Context: an optimization exercise on an open-source flow, tuned for small area and a short achievable clock period. The choices shown serve that exercise and are no tape-out recipe. In this exercise RTL edits were held to simulation tests only and were not proved equivalent to the original. Power figures rest on the tool's default switching activity, not on a simulated workload.

### flow/flow/run.sh
#!/bin/bash
# Standard layout with these changes:
#  - synthesis: no full/half-adder cell extraction, and abc maps with
#    flow/area.abc (flow/synth_pre.tcl); registers are unchanged;
#  - small port buffers instead of delay cells;
#  - timing repair aimed at a tighter setup slack than the 25 ns clock needs;
#  - clock tree without the dummy loads CTS adds for balancing, with a
#    clkbuf_16 root and clkbuf_4 leaf buffers.
set -e
export BUFFER_PORTS_ARGS="-buffer_cell sky130_fd_sc_hd__buf_2"
export SETUP_SLACK_MARGIN=19
export ADDER_MAP_FILE=
export CTS_ARGS="-sink_clustering_enable -repair_clock_nets -root_buf sky130_fd_sc_hd__clkbuf_16 -buf_list sky130_fd_sc_hd__clkbuf_4 -dont_use_dummy_load"
export FLOW_ABC_SCRIPT=$PWD/flow/area.abc
cat flow/synth_pre.tcl synth_recipe.tcl > synth_abc.tcl
sed "s#SYNTH_SCRIPT=[^ ]*#SYNTH_SCRIPT=$PWD/synth_abc.tcl#" standard.sh > standard_abc.sh
bash standard_abc.sh > standard.log 2>&1
### flow/flow/area.abc
strash
&get -n
&fraig -x
&put
scorr
dc2
strash
&get -n
&dch -f
&nf
&put
strash
dch -f
amap
### flow/flow/synth_pre.tcl
# Prepended to the standard flow's synthesis script: abc maps the combinational logic
# with flow/area.abc (area-oriented mapping) instead of the flow's
# abc_area.script.  abc sees only the combinational logic, so the
# registers stay as the standard synthesis makes them.
proc abc {args} {
  set a {}
  set skip 0
  foreach x $args {
    if { $skip } { set skip 0; continue }
    if { $x eq "-script" } { set skip 1; continue }
    lappend a $x
  }
  yosys abc -script $::env(FLOW_ABC_SCRIPT) {*}$a
}
### flow/standard.sh
#!/bin/bash
# synth_recipe.tcl (not shown) runs the flow's synth.tcl, then flattens the netlist and writes it again
# the make line also repeats each setting of config.mk as NAME=value (left out here)
make -C /OpenROAD-flow-scripts/flow DESIGN_CONFIG=/design/flow/config.mk WORK_HOME=/design/flow/orfs CLKGATE_MAP_FILE= SYNTH_SCRIPT=/design/flow/synth_recipe.tcl "${@:-finish}"
### flow/config.mk
export PLATFORM = sky130hd
export DESIGN_NAME = pelcod_packer
export DESIGN_NICKNAME = pelcod_packer
export VERILOG_FILES = /design/flow/design.v
export SDC_FILE = /design/flow/constraint.sdc
export NUM_CORES = 4
export LEC_CHECK = 0
export ABC_AREA = 1
export CAP_MARGIN = 20
export CORE_MARGIN = 2
export CORE_UTILIZATION = 55
export CTS_BUF_LIST = sky130_fd_sc_hd__clkbuf_8
export SLEW_MARGIN = 20
### flow/constraint.sdc
create_clock -name core_clock -period 25.0 [get_ports {clk}]
set_input_delay 5.0000 -clock core_clock [delete_from_list [all_inputs] [get_ports {clk}]]
set_output_delay 5.0000 -clock core_clock [all_outputs]
set_load 0.01 [all_outputs]
### flow/design.v
module pelcod_scaler (
    input  wire [1:0] ta,        
    input  wire [1:0] tb,        
    input  wire [1:0] tc,        
    input  wire [1:0] c1,        
    input  wire       neg,       
    input  wire [1:0] add,       
    input  wire       c2,        
    output wire [1:0] y,         
    output wire [1:0] c1_o,
    output wire       c2_o
);
    wire [2:0] s0 = ta[0] + tb[0] + tc[0] + c1;
    wire [2:0] s1 = ta[1] + tb[1] + tc[1] + s0[2:1];
    wire       q0 = s0[0] ^ neg;
    wire       q1 = s1[0] ^ neg;
    wire [1:0] u0 = add[0] + q0 + c2;
    wire [1:0] u1 = add[1] + q1 + u0[1];
    assign y    = {u1[0], u0[0]};
    assign c1_o = s1[2:1];
    assign c2_o = u1[1];
endmodule
module pelcod_packer #(
    parameter RAW_MAX = 8
) (
    input  wire       clk,
    input  wire       rst,              
    input  wire [7:0] addr_i,           
    input  wire       sink_present_i,
    input  wire       cmd_valid,
    output wire       cmd_ready,
    input  wire [4:0] cmd_op,
    input  wire [31:0] cmd_arg,
    input  wire       raw_valid,
    output wire       raw_ready,
    input  wire [7:0] raw_data,
    input  wire       raw_last,
    input  wire       raw_none,
    output wire       snk_valid,
    input  wire       snk_ready,
    output wire [7:0] snk_data,
    output wire       snk_first,
    output wire       snk_last,
    output wire       snk_empty,
    input  wire       snk_done,
    input  wire       snk_fail,
    input  wire [7:0] snk_err,
    output wire       st_valid,
    output wire [2:0] st_code,
    output wire [7:0] st_err
);
    reg        s_idle, s_dec, s_raw, s_chk, s_send, s_wait, s_stat;
    reg [63:0] ring;             
    reg [4:0]  op_q;
    reg [7:0]  addr_q;
    reg [7:0]  ck;               
    reg [7:0]  out_q;            
    reg [3:0]  j;                
    reg [2:0]  p;                
    reg        vq, f_first, f_last, f_empty, rr_q;
    wire       ld;               
    reg        pre_q;            
    reg        acc_q;            
    reg        sact;             
    reg signed [5:0] r;          
    reg [1:0]  c1;
    reg        c2, cmpa, cmpb;
    reg        zf, sf, lof, sgn;
    assign cmd_ready = s_idle;
    assign ld        = s_idle || s_stat;
    assign raw_ready = rr_q;
    assign st_valid  = s_stat;
    assign snk_valid = vq;
    assign snk_data  = out_q;
    assign st_err    = out_q;
    assign snk_first = f_first;
    assign snk_last  = f_last;
    assign snk_empty = f_empty;
    assign st_code   = {f_empty, f_last, f_first};
    wire op_s6     = (op_q >= 5'h01) && (op_q <= 5'h08);
    wire op_d1s6   = op_s6 && (op_q != 5'h03) && (op_q != 5'h04);
    wire op_d2s6   = op_s6 && (op_q != 5'h01) && (op_q != 5'h02);
    wire op_preset = (op_q >= 5'h10) && (op_q <= 5'h12);
    wire op_posu   = (op_q == 5'h13) || (op_q == 5'h14);
    wire op_zoomu  = (op_q == 5'h15);
    wire op_pan    = (op_q == 5'h19);
    wire op_tilt   = (op_q == 5'h1A);
    wire op_zoom   = (op_q == 5'h1B);
    wire op_float  = op_pan || op_tilt || op_zoom;
    wire op_raw    = (op_q == 5'h1C);
    wire op_ill    = (op_q == 5'h0F) || (op_q >= 5'h1D);
    function [7:0] opv;
        input [4:0] o;
        input [4:0] k;
        input [7:0] v;
        opv = (o == k) ? v : 8'h00;
    endfunction
    wire [7:0] c1b = opv(op_q, 5'h0B, 8'h01) | opv(op_q, 5'h0D, 8'h02) |
                     opv(op_q, 5'h0E, 8'h04);
    wire [7:0] c2b = opv(op_q, 5'h01, 8'h04) | opv(op_q, 5'h02, 8'h02) |
                     opv(op_q, 5'h03, 8'h08) | opv(op_q, 5'h04, 8'h10) |
                     opv(op_q, 5'h05, 8'h0C) | opv(op_q, 5'h06, 8'h0A) |
                     opv(op_q, 5'h07, 8'h14) | opv(op_q, 5'h08, 8'h12) |
                     opv(op_q, 5'h09, 8'h20) | opv(op_q, 5'h0A, 8'h40) |
                     opv(op_q, 5'h0C, 8'h80) |
                     opv(op_q, 5'h10, 8'h03) | opv(op_q, 5'h11, 8'h05) |
                     opv(op_q, 5'h12, 8'h07) |
                     opv(op_q, 5'h13, 8'h4B) | opv(op_q, 5'h14, 8'h4D) |
                     opv(op_q, 5'h15, 8'h4F) |
                     opv(op_q, 5'h16, 8'h51) | opv(op_q, 5'h17, 8'h53) |
                     opv(op_q, 5'h18, 8'h55) |
                     opv(op_q, 5'h19, 8'h4B) | opv(op_q, 5'h1A, 8'h4D) |
                     opv(op_q, 5'h1B, 8'h4F);
    wire [31:0] ad;
    genvar g;
    generate
        for (g = 0; g < 8; g = g + 1) begin : g_ad
            assign ad[2*g]      = ring[8*((g+1)%8) + 0];
            assign ad[2*g+1]    = ring[8*((g+1)%8) + 1];
            assign ad[16+2*g]   = ring[8*((g+1)%8) + 2];
            assign ad[16+2*g+1] = ring[8*((g+1)%8) + 3];
        end
    endgenerate
    wire [7:0]  ex     = ad[30:23];
    wire        fr_z   = (ad[22:0] == 23'd0);
    wire        ex_z   = (ex == 8'd0);
    wire        is_nan = (ex == 8'hFF) && !fr_z;
    wire        hidden = !ex_z;
    wire        lo16nz = (ad[15:0] != 16'd0);
    wire        hi16nz = (ad[31:16] != 16'd0);
    wire        win_pt = (ex >= 8'd119) && (ex <= 8'd135);
    wire        win_z  = (ex >= 8'd110) && (ex <= 8'd126);
    wire [5:0]  r_pt   = 6'd20 - ex[5:0];       
    wire [5:0]  r_z    = 6'd6  - ex[5:0];       
    wire [1:0] cur = ring[1:0];
    wire [1:0] nxt = ring[3:2];
    wire [1:0] h1  = ring[63:62];
    wire [1:0] h2  = ring[55:54];
    wire       mode25 = op_pan || op_tilt;
    wire       tpos   = op_tilt && !sgn;
    wire       tneg   = op_tilt && sgn;
    wire [1:0] ta = cur;
    wire [1:0] tb = mode25 ? {h1[0], h2[1]} : op_zoom ? ~nxt : 2'b00;
    wire [1:0] tc = mode25 ? {h2[1], h2[0]} : 2'b00;
    localparam [15:0] K36 = 16'd36000;
    localparam [15:0] K9  = 16'd9000;
    localparam [15:0] K27 = 16'd27001;
    wire [5:0] j0 = 6'd0 - r;
    wire [5:0] j1 = 6'd1 - r;
    wire       v0 = r[5] || (r == 6'sd0);
    wire       v1 = (r[5] || (r == 6'sd0) || (r == 6'sd1)) && (r != -6'sd15);
    wire [1:0] yb;
    wire [1:0] c1n;
    wire       c2n;
    pelcod_scaler u_scaler (
        .ta(ta), .tb(tb), .tc(tc), .c1(c1), .neg(tpos),
        .add({add1, add0}), .c2(c2),
        .y(yb), .c1_o(c1n), .c2_o(c2n)
    );
    wire [15:0] ka = tneg ? K9 : K36;
    wire ka0 = ka[j0[3:0]];
    wire ka1 = ka[j1[3:0]];
    wire       add0 = (r == 6'sd1) || (tpos && v0 && ka0);
    wire       add1 = (r == 6'sd2) || (tpos && v1 && ka1);
    wire kb0 = K27[j0[3:0]];
    wire kb1 = K27[j1[3:0]];
    wire cmpa_m = v0 ? ((yb[0] & ~ka0) | (~(yb[0] ^ ka0) & cmpa)) : cmpa;
    wire cmpa_n = v1 ? ((yb[1] & ~ka1) | (~(yb[1] ^ ka1) & cmpa_m)) : cmpa_m;
    wire cmpb_m = v0 ? ((yb[0] & ~kb0) | (~(yb[0] ^ kb0) & cmpb)) : cmpb;
    wire cmpb_n = v1 ? ((yb[1] & ~kb1) | (~(yb[1] ^ kb1) & cmpb_m)) : cmpb_m;
    wire       s_last = (r == -6'sd14) || (r == -6'sd15);
    wire       w4  = sact && (r[0] ? v1 : v0);
    wire       w5  = sact && (r[0] ? v0 : v1);
    wire       y4  = r[0] ? yb[1] : yb[0];
    wire       y5  = r[0] ? yb[0] : yb[1];
    wire al_d1 = (r[3:1] == {3{r[0]}});
    wire al_d2 = (r[2:1] == {2{r[0]}}) && (r[3] != r[0]);
    wire [7:0] dstr;
    generate
        for (g = 0; g < 4; g = g + 1) begin : g_dstr
            assign dstr[2*g]   = r[0] ? ring[8*(3+g) + 4] : ring[8*(4+g) + 4];
            assign dstr[2*g+1] = ring[8*(4+g) + 5];
        end
    endgenerate
    wire tp   = op_tilt && !sgn;
    wire useS = op_pan || op_posu || (op_tilt && sgn);    
    wire zb   = zf || !(op_s6 || op_preset || op_posu || op_zoomu || op_float) ||
                (op_s6 && !(j[0] ? op_d1s6 : op_d2s6));
    wire k27  = tp && !sf && (lof || (!cmpa && !cmpb));
    wire sat  = sf || lof || (useS && cmpa) || (tp && (cmpa || !cmpb));
    reg  [15:0] kv;
    always @(*) begin
        if (op_s6)                      kv = 16'h3F3F;
        else if (op_preset)             kv = 16'h00FF;
        else if (op_zoomu || op_zoom)   kv = 16'hFFFF;
        else if (op_tilt && sgn)        kv = 16'd9000;
        else if (k27)                   kv = 16'd27000;
        else                            kv = 16'd35999;
    end
    wire [7:0] kb = j[0] ? kv[15:8] : kv[7:0];
    wire [7:0] dv = zb ? 8'h00 : sat ? kb : dstr;
    wire xfer = vq && snk_ready;
    reg  [7:0] nb;
    always @(*) begin
        nb = ring[7:0];
        if (!op_raw) begin
            case (j)
                4'd5: nb = c1b;
                4'd4: nb = c2b;
                4'd3: nb = dv;
                4'd2: nb = dv;
                default: nb = ck;
            endcase
        end
    end
    wire load  = pre_q && (!vq || snk_ready);
    wire acc_n = load && !op_raw && (j >= 4'd2) && (j <= 4'd5);
    wire [2:0] p_n     = (s_chk && !op_raw) ? 3'd1 : p + 3'd1;
    wire       sdone_n = !sact || s_last;
    wire [5:0] r_n     = r - 6'sd2;
    wire al_d1_n = (r_n[3:1] == {3{r_n[0]}});
    wire al_d2_n = (r_n[2:1] == {2{r_n[0]}}) && (r_n[3] != r_n[0]);
    wire [2:0] pj   = p + j[2:0];
    wire       d1ok = sdone_n && (op_s6 ? al_d2_n : al_d1_n);
    wire       d2ok = sdone_n && al_d2_n;
    wire       pace = (p_n == 3'd6);
    wire pre_l = op_raw ? ((j >= 4'd2) && (pj == 3'd0)) :
                 (j == 4'd4) ? d1ok :
                 (j == 4'd3) ? d2ok :
                 (j >= 4'd5) ? pace : 1'b0;
    wire pre_w = op_raw ? ((j >= 4'd1) && (pj == 3'd7)) :
                 (j == 4'd3) ? d1ok :
                 (j == 4'd2) ? d2ok :
                 (j == 4'd1) ? 1'b1 :
                 (j >= 4'd4) ? pace : 1'b0;
    wire pre_c = op_raw && (j >= 4'd2) && (pj == 3'd0);
    wire pre_n = s_chk ? (sink_present_i && pre_c) :
                 s_send ? (load ? pre_l : pre_w) : 1'b0;
    wire cap      = s_raw && ((j == 4'd0) || (p == 3'd1));
    wire raw_fire = cap && raw_valid;
    wire raw_end  = raw_fire && (raw_none || raw_last);
    reg [63:0] ring_n;
    integer q, l;
    always @(*) begin
        for (q = 0; q < 7; q = q + 1)
            for (l = 0; l < 8; l = l + 1)
                ring_n[8*q + l] = ring[8*(q+1) + l];
        for (l = 0; l < 8; l = l + 1)
            ring_n[56 + l] = ring[l];
        if (cap)
            ring_n[63:56] = raw_data;
        if (sact) begin
            ring_n[57:56] = ring[3:2];
            ring_n[59:58] = 2'b00;
            ring_n[63:62] = ring[1:0];
        end
        if (w4) ring_n[60] = y4;
        if (w5) ring_n[61] = y5;
        if (s_dec) begin
            ring_n[8*4 + 2] = 1'b0; ring_n[8*4 + 3] = 1'b0;
            ring_n[8*5 + 2] = 1'b0; ring_n[8*5 + 3] = 1'b0;
            ring_n[8*6 + 2] = 1'b0; ring_n[8*6 + 3] = 1'b0;
            ring_n[8*7 + 2] = 1'b0; ring_n[8*7 + 3] = 1'b0;
            ring_n[8*3 + 3] = hidden;
            ring_n[63:62]   = 2'b00;
        end
        if (ld) begin
            ring_n[63:62] = 2'b00;
            for (q = 0; q < 8; q = q + 1) begin
                ring_n[8*((q+1)%8) + 0] = cmd_arg[2*q];
                ring_n[8*((q+1)%8) + 1] = cmd_arg[2*q+1];
                ring_n[8*((q+1)%8) + 2] = cmd_arg[16+2*q];
                ring_n[8*((q+1)%8) + 3] = cmd_arg[16+2*q+1];
            end
        end
    end
    always @(posedge clk) begin
        ring <= ring_n;
    end
    always @(posedge clk) begin
        p <= p + 3'd1;
        pre_q <= pre_n;
        acc_q <= acc_n;
        if (acc_q)
            ck <= ck + out_q;
        if (ld) begin
            op_q <= cmd_op;
            ck   <= addr_q;
            sact <= 1'b0;
        end
        c1 <= c1n;
        c2 <= c2n;
        r  <= r - 6'sd2;
        if (sact) begin
            cmpa <= cmpa_n;
            cmpb <= cmpb_n;
            if (s_last)
                sact <= 1'b0;
        end
        if (s_dec) begin
            c1   <= {1'b0, op_zoom && !lo16nz};
            c2   <= op_tilt && !ad[31];
            cmpa <= 1'b1;
            cmpb <= 1'b1;
            sgn  <= ad[31];
            sact  <= !op_ill && !op_raw && !(op_float && is_nan);
            if ((op_pan || op_tilt) && win_pt)
                r <= r_pt;
            else if (op_zoom && win_z)
                r <= r_z;
            else
                r <= 6'sd0;
            zf  <= 1'b0;
            sf  <= 1'b0;
            lof <= 1'b0;
            if (op_s6)
                sf <= ad[7] | ad[6];
            else if (op_preset)
                sf <= hi16nz | (ad[15:8] != 8'd0);
            else if (op_posu || op_zoomu)
                sf <= hi16nz;
            else if (op_pan) begin
                zf <= ad[31] || (ex <= 8'd118);
                sf <= !ad[31] && (ex >= 8'd136);
            end else if (op_tilt) begin
                if (ad[31]) begin
                    zf <= (ex <= 8'd118);
                    sf <= (ex >= 8'd134);
                end else begin
                    zf  <= ex_z && fr_z;
                    sf  <= (ex <= 8'd118);
                    lof <= (ex >= 8'd134);
                end
            end else if (op_zoom) begin
                zf <= ad[31] || (ex <= 8'd109);
                sf <= !ad[31] && (ex >= 8'd127);
            end
            out_q <= 8'd0;
            if (op_ill)
                {f_empty, f_last, f_first} <= 3'd1;
            else if (op_raw)
                j <= 4'd0;
            else if (op_float && is_nan)
                {f_empty, f_last, f_first} <= 3'd2;
        end
        if (s_raw) begin
            if (j == 4'd0)
                out_q <= raw_data;           
            if (raw_fire) begin
                if (raw_none)
                    j <= 4'd0;
                else
                    j <= j + 4'd1;
                p <= raw_last ? 3'd0 : 3'd1;
            end
        end
        if (s_chk) begin
            vq      <= sink_present_i;
            f_first <= 1'b1;
            f_last  <= !sink_present_i || (op_raw && (j <= 4'd1));
            f_empty <= sink_present_i && op_raw && (j == 4'd0);
            if (op_raw) begin
                out_q   <= out_q & {8{sink_present_i}};
                if (j != 4'd0)
                    j <= j - 4'd1;
            end else begin
                out_q   <= {8{sink_present_i}};
                j       <= 4'd6;
                p       <= 3'd1;
            end
        end
        if (s_send) begin
            if (load) begin
                out_q   <= nb;
                vq      <= 1'b1;
                f_first <= 1'b0;
                f_last  <= (j == 4'd1);
                j       <= j - 4'd1;
            end else if (xfer) begin
                vq <= 1'b0;
            end
        end
        if (s_wait) begin
            out_q   <= snk_fail ? snk_err : 8'd0;
            {f_empty, f_last, f_first} <= {snk_fail, 2'b00};
        end
        rr_q   <= (s_dec && op_raw) ||
                  (s_raw && !raw_end && ((j == 4'd0) || raw_fire || (p == 3'd0)));
        s_idle <= (s_idle && !cmd_valid) || s_stat;
        s_dec  <= s_idle && cmd_valid;
        s_raw  <= (s_dec && op_raw) || (s_raw && !raw_end);
        s_chk  <= (s_dec && !op_ill && !op_raw && !(op_float && is_nan)) || raw_end;
        s_send <= (s_chk && sink_present_i) || (s_send && !(xfer && f_last));
        s_wait <= (s_send && xfer && f_last) || (s_wait && !snk_done);
        s_stat <= (s_dec && (op_ill || (op_float && is_nan))) ||
                  (s_chk && !sink_present_i) || (s_wait && snk_done);
        if (rst) begin
            addr_q <= addr_i;
            s_idle <= 1'b1;
            s_dec  <= 1'b0;
            s_raw  <= 1'b0;
            s_chk  <= 1'b0;
            s_send <= 1'b0;
            s_wait <= 1'b0;
            s_stat <= 1'b0;
            rr_q   <= 1'b0;
            vq     <= 1'b0;
            pre_q  <= 1'b0;
            sact   <= 1'b0;
        end
    end
endmodule
==> results of run 1 <==
==> how the worst min path moves through the flow <==
stage | startpoint | to | slack [ps] | cells past startpoint
final | ring[20] | ring[12] | 310 | 0
after global routing | ring[20] | ring[12] | 320 | 0
after CTS | ring[20] | ring[12] | 310 | 0
after detailed placement | ring[13] | ring[5] | 310 | 0
after global placement | ring[47] | ring[39] | 310 | 0
after floorplan | ring[20] | ring[12] | 310 | 0
==> metal layers <==
metal / global-route usage (%) / vias up / wire length, µm
met3: 8.00 / 43 / 1870
met2: 50.0 / 380 / 8950
met1: 42.9 / 3068 / 8590
met4: 9.88 / 0 / 429
met5: 0 / - / 0
li1: - / 3134 / -
==> final cells by class <==
type	instances	area share, %
multi-input combinational	573	43.6
sequential	130	40.3
timing repair buffer	101	7.24
inverter	84	4.40
tap	143	2.50
clock buffer	17	2.03
==> state kept, by name, indices dropped and copies added, names as in the netlist, 2 cells and up <==
register,flops
out_q,8
r,6
ring,64
p,3
c1,2
op_q,5
ck,8
j,4
addr_q,8
==> power groups by stage <==
| stage | clock, mW | sequential, mW | combinational, mW |
|---|---|---|---|
| detailed placement | 0 | 0.275 | 0.133 |
| floorplan | 0 | 0.268 | 0.0971 |
| global placement | 0 | 0.274 | 0.131 |
| finish | 0.103 | 0.272 | 0.138 |
| CTS | 0.103 | 0.271 | 0.134 |
| global route | 0.111 | 0.276 | 0.152 |
==> cell usage in the layout, fill, tap and decap left out, types with 3 or more instances in the layout <==
master	instances
clkinv_1	83
buf_2	96
o211ai_1	9
a31oi_1	17
o221ai_1	4
nand2_1	69
buf_4	5
a221oi_1	3
a222oi_1	4
a211oi_1	5
nand4_1	3
clkbuf_4	16
o31ai_1	10
or2_0	4
o22a_1	28
edfxtp_1	27
o32a_1	5
o22ai_1	22
nor2_1	142
nor3_1	24
nand3_1	16
or3_1	6
o21a_1	9
dfxtp_2	5
a2111oi_0	3
or4_1	5
o32ai_1	4
nor2b_1	4
a22oi_1	14
nor4_1	10
dfxtp_1	97
a21oi_1	46
a22o_1	4
o21ai_0	77
==> cells by family (layout without fill, tap and decap cells) <==
kind of cell              after synthesis  in the layout  synth area share (%)
buffers and inverters                  95            202                  6.25
AOI/OAI and AO/OA                     279            279                  28.8
DFF                                   130            130                  45.1
and+or+nand+nor                       292            292                  19.5
xor gates and xnor gates                2              2                 0.275
==> timing repair <==
action	4_1_cts	5_1_grt
cloned	0	0
resized for setup	4	7
setup endpoints to repair	8	14
==> metrics by stage <==
stage,hold WS (ps),utilization [%]
after global routing,316,63.0
after detailed placement,312,61.5
after global placement,311,61.5
after CTS,311,62.8
after floorplan,310,-
final,305,63.0
==> synthesized netlist by cell type (3+ instances only) <==
library cell    n  area share, %
a22o_1          4           0.55
a31oi_1        17            1.7
o211ai_1        9            1.1
o32ai_1         4           0.55
or3_1           6           0.59
a2111oi_0       3           0.41
o21a_1          9            1.1
a21oi_1        46            3.6
o22ai_1        22            2.2
o31ai_1        10            1.2
nand3_1        16            1.3
a221oi_1        3           0.41
nand2_1        70            4.1
nor4_1         10           0.98
nor2_1        145            8.5
dfxtp_1       103             32
o21ai_0        78            6.1
edfxtp_1       27             13
o221ai_1        4           0.55
a222oi_1        4           0.63
nand4_1         3           0.29
or4_1           5           0.59
nor2b_1         4           0.39
buf_4          11            1.3
o32a_1          5           0.79
clkinv_1       84            4.9
or2_0           4           0.39
nor3_1         24            1.9
o22a_1         28            3.8
a211oi_1        5           0.59
a22oi_1        14            1.6
==> results by group, run 1 <==
Detailed routing
  – DRC viols: 0
  – Post-route ant nets: 0
  – Initial DRC Count: 906
  – Pre-antenna DRT Iters: 9
  – WL per Instance: 18.9 µm
  – Post-DR vias/cell: 6.32
  – Wirelength, routed: 19.8 mm
  – Vias: 6625

CTS
  – Clock Tree Buf Depth: 2
  – Clk latency of the worst-skew pair: 390 ps
  – Worst-path clk slew: 100 ps
  – Root Buffer: clkbuf_16
  – Clock H-tree levels: 4
  – CTS Buf Count: 17
  – Post-CTS Setup Bufs: 0
  – Hold Buf Count CTS: 0
  – Num Clock Sinks: 130
  – CTS tree: yes

Yosys
  – EDFF count, synth: 27
  – Mapped Nets: 869
  – Mapped Cells: 798
  – Syn_area_per_cell: 7.98 µm²
  – Yosys warns: 1
  – Mapped Area: 0.00637 mm²
  – #FFs+latches synth: 130
  – Sequential share of the synthesized area: 45.1%
  – Async SR Flop Fraction: 0%
  – Post-synth cell types: 48
  – Synth Flop Type: dfxtp_1

Place
  – Placed inst area: 0.00699 mm²
  – Post-place setup slack: 18620 ps
  – Placed insts: 1031
  – IO Port Bufs: 96
  – Gpl congestion: 0.967
  – Final HPWL DP: 14.9 mm

Power
  – Pwr per Cell Area: 71.7 mW/mm²
  – Sequential share of power: 53.1%
  – P_sw: 0.180 mW
  – Power Internal: 0.333 mW
  – Switching part of the total: 35.1%
  – Leak: 2.72 nW
  – Power share of the combinational group: 26.8%
  – Power share of the clock group: 20.1%
  – Peak supply drop: 0.0588 mV
  – Power, Total: 0.513 mW

Finish
  – Register area: 0.00288 mm²
  – Area growth from synthesis to layout: 12.4%
  – Number of fill cells: 1003
  – Layout cell share with drive strength beyond 1: 14.4%
  – Ant. Diodes: 0
  – Post-route cell area: 0.00716 mm²
  – Area taken by multi-input logic gates: 0.00312 mm²
  – Non-filler cells, final: 1048
  – Final nets: 978

Outcome
  – Run status: no timing/DRC/antenna violations

STA
  – RSZ-0062 raised after global routing: true
  – Final WS setup: 19030 ps
  – Worst-Margin Slew: 856 ps
  – Final setup TNS: 0 ps
  – Fmax: 167 MHz
  – Relative slew margins: 42.8%
  – Period utilisation layout: 23.9%
  – Max Slew Vio Count: 0
  – Final-report hold violation count: 0
  – Post-layout minimum cycle time: 5970 ps
  – Finish-stage setup viols: 0
  – Clk_skew: 44.0 ps

Floorplanning
  – Area of the die: 0.0125 mm²
  – Initial core utilization: 56.0%
  – IO Pins: 97
  – Core Footprint: 0.0114 mm²
  – Horiz. Die Dim: 112 µm
  – Die height: 112 µm
  – Row count: 39

GRT
  – Largest net degree at the start of global routing: 50
  – Vias in the first global route: 6195
  – Global Route Usage Sum: 31.6%
  – Grt total ovfl: 0
  – First-pass GRT wire length: 31.2 mm
  – Initial antenna violation count: 0

Setup path
  – Crit-path max cell delay: 440 ps
  – Crit-path slowest cell: dfxtp_1
  – CP endpoint kind: output port
  – Critical Path Start: out_q[6]
  – Crit path to: snk_data[6]
  – Levels on crit path: 1
  – Reg-to-reg startpoint: op_q[0]
  – Worst-path maximum fanout: 5
  – Critical path cell sequence: buf_2
  – WP data arrival: 970 ps
  – WS Path Type: reg2out
  – Crit path launch type: flop
  – Cell family with most CP delay: flip-flops
  – CP required: 20000 ps
  – Reg-to-Reg End: cmpb
  – Reg2reg setup slack: 20500 ps
  – FF-to-FF path depth: 23
  – Bufs and invs on worst path: 1

Worst hold path
  – Worst Hold Class: reg2reg

Run
  – Max Cap Violations: 0
==> run 2, diff against run 1 <==
--- a/flow/flow/run.sh
+++ b/flow/flow/run.sh
@@ -8,7 +8,7 @@
 #    clkbuf_16 root and clkbuf_4 leaf buffers.
 set -e
 export BUFFER_PORTS_ARGS="-buffer_cell sky130_fd_sc_hd__buf_2"
-export SETUP_SLACK_MARGIN=19
+export SETUP_SLACK_MARGIN=18.8
 export ADDER_MAP_FILE=
 export CTS_ARGS="-sink_clustering_enable -repair_clock_nets -root_buf sky130_fd_sc_hd__clkbuf_16 -buf_list sky130_fd_sc_hd__clkbuf_4 -dont_use_dummy_load"
 export FLOW_ABC_SCRIPT=$PWD/flow/area.abc
==> results by group, run 2 <==
CTS
  – Worst-path clk slew: 100 ps
  – Clk latency of the worst-skew pair: 380 ps
  – CTS Buf Count: 17
  – Post-CTS Setup Bufs: 0
  – Num Clock Sinks: 130
  – Hold Buf Count CTS: 0
  – Clock Tree Buf Depth: 2
  – Cts repair resizes: 1
  – Clock H-tree levels: 4
  – CTS tree: yes
  – Root Buffer: clkbuf_16

Finish
  – Final Core Density: 62.8%
  – Most frequent cells in the layout: nor2_1, dfxtp_1, buf_2, clkinv_1, o21ai_0
  – Register area: 0.00287 mm²
  – Layout cell share with drive strength beyond 1: 13.3%
  – Area growth from synthesis to layout: 12.0%
  – Number of fill cells: 1025
  – Number of flip-flops in the largest register: 64
  – Area taken by multi-input logic gates: 0.00311 mm²
  – Ant. Diodes: 0
  – Final nets: 978
  – Reg with most FFs: ring
  – Commonest non-fill, non-tap cell in the layout: nor2_1
  – Non-filler cells, final: 1048

Setup path
  – CP required: 20000 ps
  – Crit-path slowest cell: dfxtp_1
  – Reg-to-reg startpoint: op_q[0]
  – CP endpoint kind: output port
  – Critical Path Start: out_q[5]
  – Crit-path max cell delay: 530 ps
  – Levels on crit path: 1
  – WP data arrival: 1100 ps
  – Critical path cell sequence: buf_2
  – Reg-to-Reg End: cmpa
  – Worst-path maximum fanout: 7
  – Reg2reg setup slack: 20580 ps
  – WS Path Type: reg2out
  – Crit path to: st_err[5]
  – Cell family with most CP delay: flip-flops
  – Bufs and invs on worst path: 1
  – Crit path launch type: flop
  – FF-to-FF path depth: 23

GRT
  – Initial antenna violation count: 0
  – M1 GR Usage: 42.6%
  – Largest net degree at the start of global routing: 50
  – Grt total ovfl: 0
  – Global Route Usage Sum: 31.1%
  – Met2 Usage GRT: 46.9%
  – Gr busiest metal: met2
  – Vias in the first global route: 6040
  – Met3 GRT Util: 8.66%
  – First-pass GRT wire length: 30.3 mm

STA
  – Final setup TNS: 0 ps
  – WHS: 328 ps
  – Max Slew Vio Count: 0
  – Worst-Margin Slew: 867 ps
  – Fmax: 164 MHz
  – Final-report hold violation count: 0
  – Final WS setup: 18900 ps
  – RSZ-0062 raised after global routing: false
  – Post-layout minimum cycle time: 6100 ps
  – Finish-stage setup viols: 0
  – Period utilisation layout: 24.4%
  – Relative slew margins: 42.1%
  – Clk_skew: 30.8 ps

Yosys
  – Most common cell in the netlist: nor2_1
  – Synth area leaders: dfxtp_1, edfxtp_1, nor2_1
  – Sequential share of the synthesized area: 45.1%
  – Mapped Cells: 798
  – #FFs+latches synth: 130
  – Async SR Flop Fraction: 0%
  – Mapped Nets: 869
  – Post-synth cell types: 48
  – EDFF count, synth: 27
  – Syn_area_per_cell: 7.98 µm²
  – Yosys warns: 1
  – Synth Flop Type: dfxtp_1
  – Mapped Area: 0.00637 mm²
  – Synth area leader: dfxtp_1
  – Synth top area share: 32.4%
  – Top cells by count, synth: nor2_1, dfxtp_1, clkinv_1, o21ai_0, nand2_1

Place
  – Placed insts: 1031
  – Final HPWL DP: 14.7 mm
  – Post-place setup slack: 18410 ps
  – IO Port Bufs: 96
  – Gpl congestion: 1.03

Power
  – Sequential share of power: 53.2%
  – Power Internal: 0.333 mW
  – P_sw: 0.178 mW
  – Power share of the clock group: 20.1%
  – Switching part of the total: 34.8%
  – Pwr per Cell Area: 71.6 mW/mm²
  – Power share of the combinational group: 26.7%
  – Peak supply drop: 0.0620 mV
  – Leak: 2.71 nW

Detailed routing
  – Pre-antenna DRT Iters: 8
  – Post-route ant nets: 0
  – Post-DR vias/cell: 6.26
  – Initial DRC Count: 971
  – DRC viols: 0
  – WL per Instance: 18.4 µm
  – Wirelength, routed: 19.3 mm
  – Vias: 6563

Floorplanning
  – Area of the die: 0.0125 mm²
  – Core Footprint: 0.0114 mm²
  – IO Pins: 97
  – Horiz. Die Dim: 112 µm
  – Row count: 39
  – Initial core utilization: 56.0%
  – Die height: 112 µm

Run
  – Max Cap Violations: 0

Worst hold path
  – Worst Hold Class: reg2reg
  – Worst Hold Depth: 0

Outcome
  – Run status: no timing/DRC/antenna violations
==> run 2: per-layer routing <==
metal | wire length (µm) | vias up
li1 | - | 3149
met1 | 8490 | 2984
met2 | 8430 | 376
met3 | 1850 | 54
met4 | 514 | 0
met5 | 0 | -
==> run 2: logic make-up (layout without fill, tap and decap cells) <==
logic type / after synthesis / count (layout) / share of synthesized area (%)
AOI/OAI and AO/OA: 279 / 279 / 28.8
buffers and inverters: 95 / 202 / 6.25
DFF: 130 / 130 / 45.1
and+or+nand+nor: 292 / 292 / 19.5
xor gates and xnor gates: 2 / 2 / 0.275
==> run 2: how the worst min path moves through the flow <==
stage / start / slack (ps) / endpoint
floorplan: ring[20] / 310 / ring[12]
global placement: ring[39] / 310 / ring[31]
detailed placement: ring[13] / 310 / ring[5]
CTS: ring[29] / 320 / ring[21]
global route: ring[29] / 320 / ring[21]
finish: ring[29] / 330 / ring[21]
==> run 2: through the flow <==
| step | total power [mW] | area, µm² |
|---|---|---|
| after global placement | 0.404 | 6990 |
| after CTS | 0.508 | 7140 |
| after global routing | 0.539 | 7140 |
| after detailed placement | 0.408 | 6990 |
| final | 0.511 | 7140 |
| after floorplan | 0.365 | 6370 |
==> run 2: cell type report <==
class                           count  area share [%]
Multi-Input combinational cell    573            43.5
Sequential cell                   130            40.3
Timing Repair Buffer              101            7.26
Inverter                           84            4.42
Tap cell                          143            2.51
Clock buffer                       17            2.03
==> run 2: power by group through the flow <==
stage	logic [mW]	clock network, mW	registers, mW
after floorplan	0.0970	0	0.268
after global placement	0.130	0	0.274
after detailed placement	0.133	0	0.275
after CTS	0.134	0.104	0.271
after global routing	0.152	0.112	0.275
final	0.136	0.103	0.272

==> re-timing with driven ports <==
Ports are ideal in the flow. The routed layouts listed here were re-timed in OpenROAD. Step 1 sets driving cells, clkbuf_16 on the clock port and buf_2 on the other inputs (assumed; they add their load-dependent delay and slew). Step 2 moves the port delays by t, midway between the first and last clock arrival at a register: inputs arrive t later, outputs are due t later. That takes back most of the time a late clock gives input paths. Slacks: ideal / step 1 / step 2; pairs: ideal / step 1.
| run | t, ns | slack for setup (ns) | worst slew at a driven data input, ns | cell pins on the clock port's net |
|---|---|---|---|---|
| run 1 | 0.411 | 19.029 / 18.985 / 18.708 | 0.04 | 1 |
| run 2 | 0.406 | 18.900 / 18.857 / 18.537 | 0.05 | 1 |
After both steps every run listed still meets setup and hold. For run 2, which loses most, drivers alone change the setup slack by -0.043 ns; drivers and shift together by -0.363 ns.
